Source: an optimization exercise on an open RTL-to-GDS flow (aim: small area). Production flows keep margins and buffers that such runs may drop. In this exercise RTL edits were held to simulation tests only and were not proved equivalent to the original. Power is estimated from default activity; no workload was simulated. No driver is modelled on the clock port, so clocking that relies on it looks cheaper here than on a real chip.

Design gfe, start of the top module:
module gfe #(
    parameter RXMAX = 128
) (
    input  wire        clk,
    input  wire        rst,
    input  wire        cmd_valid,
    output wire        cmd_ready,
    input  wire [23:0] cmd_word,
    output reg         rsp_valid,
    input  wire        rsp_ready,
    output reg  [3:0]  rsp_rc,
    output reg  [15:0] rsp_val,
    output reg  [2:0]  rsp_nout,
    output reg  [39:0] rsp_out
);
export LEC_CHECK = 0
export CAP_MARGIN = 20
export CORE_MARGIN = 2
export CORE_UTILIZATION = 70
export PLACE_DENSITY = 0.75
export SLEW_MARGIN = 20
create_clock -name core_clock -period 10.0 [get_ports {clk}]
standard.sh (not shown) runs the stock make flow with config.mk's settings and CLKGATE_MAP_FILE= SYNTH_SCRIPT=/design/flow/synth_recipe.tcl, a recipe that flattens the netlist after the stock synthesis.
==> flow/flow/run.sh <==
#!/bin/bash
set -euo pipefail
export BUFFER_PORTS_ARGS="-buffer_cell sky130_fd_sc_hd__buf_1"
export CTS_ARGS="-sink_clustering_enable -repair_clock_nets -dont_use_dummy_load -sink_clustering_size 30 -sink_clustering_max_diameter 100"
bash standard.sh > standard.log 2>&1
Then changed:
--- a/flow/design.v
+++ b/flow/design.v
@@ -105,32 +105,33 @@
     wire       frame = (rxstat == ST_FRAME);
     wire [6:0] dlen  = wp[6:0] - 7'd6;      
     always @(*) begin
         case (kind)
             K_ILL:   rsp_rc = 4'd1;
             K_SEQ:   rsp_rc = 4'd2;
             K_RANGE: rsp_rc = 4'd3;
             K_OVF:   rsp_rc = 4'd4;
             K_TRAIL: rsp_rc = 4'd5;
             default: rsp_rc = 4'd0;
         endcase
-        if (kind == K_GET)
-            rsp_val = ({16{R[0]}} & crc) |
-                      ({16{R[1]}} & txcrc) |
-                      ({16{R[2]}} & {8'd0, rxlen}) |
-                      ({16{R[3] & frame}} & {9'd0, dlen}) |
-                      ({16{R[4]}} & {15'd0, unepend}) |
-                      ({16{R[5]}} & {13'd0, txcnt, txph}) |
-                      ({16{R[6]}} & {15'd0, rxovf}) |
-                      ({16{R[7]}} & {13'd0, rxstat});
-        else
+        case (R[3:0])
+            4'd0:    rsp_val = crc;
+            4'd1:    rsp_val = {15'd0, unepend};
+            4'd2:    rsp_val = {13'd0, txcnt, txph};
+            4'd3:    rsp_val = txcrc;
+            4'd4:    rsp_val = {8'd0, rxlen};
+            4'd5:    rsp_val = {15'd0, rxovf};
+            4'd6:    rsp_val = {13'd0, rxstat};
+            default: rsp_val = {9'd0, frame ? dlen : 7'd0};
+        endcase
+        if (kind != K_GET)
             rsp_val = (kind == K_READ) ? {8'd0, R} : 16'd0;
     end
     wire        txe = (kind == K_TXEND);
     wire [7:0]  F   = txe ? txcrc[15:8] : R;
     wire [7:0]  L   = txcrc[7:0];
     wire        eF  = in_escset(F);
     wire        eL  = in_escset(L);
     always @(*) begin
         rsp_out[7:0]   = (kind == K_BYTE) ? R : (eF ? 8'h1B : F);
         rsp_out[15:8]  = eF ? ~F : (eL ? 8'h1B : L);
         rsp_out[23:16] = eF ? (eL ? 8'h1B : L) : (eL ? ~L : 8'h0D);
@@ -186,32 +187,22 @@
             R <= rdata;
         if (accept) begin
             kind <= K_NONE;
             sc   <= 4'd8;
             R    <= b;
             if (!legal) begin
                 kind <= K_ILL;
             end else begin
                 case (opc)
                     OP_GET: begin
                         kind <= K_GET;
-                        case (b[3:0])
-                            4'd0:    R <= 8'h01;
-                            4'd1:    R <= 8'h10;
-                            4'd2:    R <= 8'h20;
-                            4'd3:    R <= 8'h02;
-                            4'd4:    R <= 8'h04;
-                            4'd5:    R <= 8'h40;
-                            4'd6:    R <= 8'h80;
-                            default: R <= 8'h08;
-                        endcase
                         if (b[3:0] == 4'd7 || b[3:0] == 4'd8 || b[3:0] == 4'd9) begin
                             R    <= {6'd0, b[3], b[0]} - 8'd1;    
                             kind <= (b[3:0] == 4'd7 ? (rxstat != ST_FILL && rxlen != 8'd0)
                                                     : frame) ? K_READ : K_NONE;
                         end
                     end
                     OP_CRC_CLR:
                         crc <= 16'd0;
                     OP_CRC_PUT:
                         kind <= K_CRC;
                     OP_ESC_PUT:
@@ -292,23 +283,23 @@
                             l0d   <= (b == 8'h0D);
                             if (rxlen == 8'd0) begin
                                 t06 <= (b == 8'h06);
                                 tok <= (b == 8'h00 || b == 8'h80 || b == 8'h40);
                             end else begin
                                 esc2 <= !esc2 && (b == 8'h1B);
                             end
                         end
                     end
                     OP_RX_END: begin
                         kind <= K_GET;
-                        R    <= 8'h80;
+                        R    <= 8'd6;
                         if (rxstat != ST_FILL)
                             kind   <= K_SEQ;
                         else if (rxovf)
                             rxstat <= ST_OVFL;
                         else if (rxlen == 8'd0)
                             rxstat <= ST_EMPTY;
                         else
                             rxstat <= cls;
                     end
                     OP_RX_LD: begin
                         if (!frame) begin
The changed run completed with no timing, DRC or antenna violations.
Clock skew went down by 6.7 ps.
Setup slack is worse by 130 ps.
Critical path depth rose by 1.
Routed wire length came out higher slightly.
First-iteration DRC count drops by a few percent.
Design area is higher slightly.
Sequential power barely changes.
Via count falls slightly.
Final cell count barely changes.
Power hardly moves.
Worst hold slack is about the same.
Non-clock buffer count is higher by 4.
Core utilization hardly moves.
Die area grows slightly.

==> port drivers added, routing unchanged <==
In the flow no input, the clock included, has a driving cell. The finished layouts below were timed again as built, in two steps.
Step 1 assumes that a clkbuf_16 drives the clock port and a buf_2 every other input.
Step 2 also shifts input and output timing later by t, the mid clock arrival at the registers, as if the neighbouring blocks saw the same clock.
Slacks: ideal / step 1 / step 2; pairs: ideal / step 1.
| run | shift t [ns] | slack for setup (ns) | clock arrival spread, ns | worst slew at a driven data input, ns |
|---|---|---|---|---|
| the first run | 0.639 | 3.338 / 3.280 / 3.918 | 0.079 / 0.079 | 0.04 |
| the second run | 0.640 | 3.204 / 3.145 / 3.785 | 0.080 / 0.080 | 0.06 |
After both steps setup and hold are still met in every run listed.
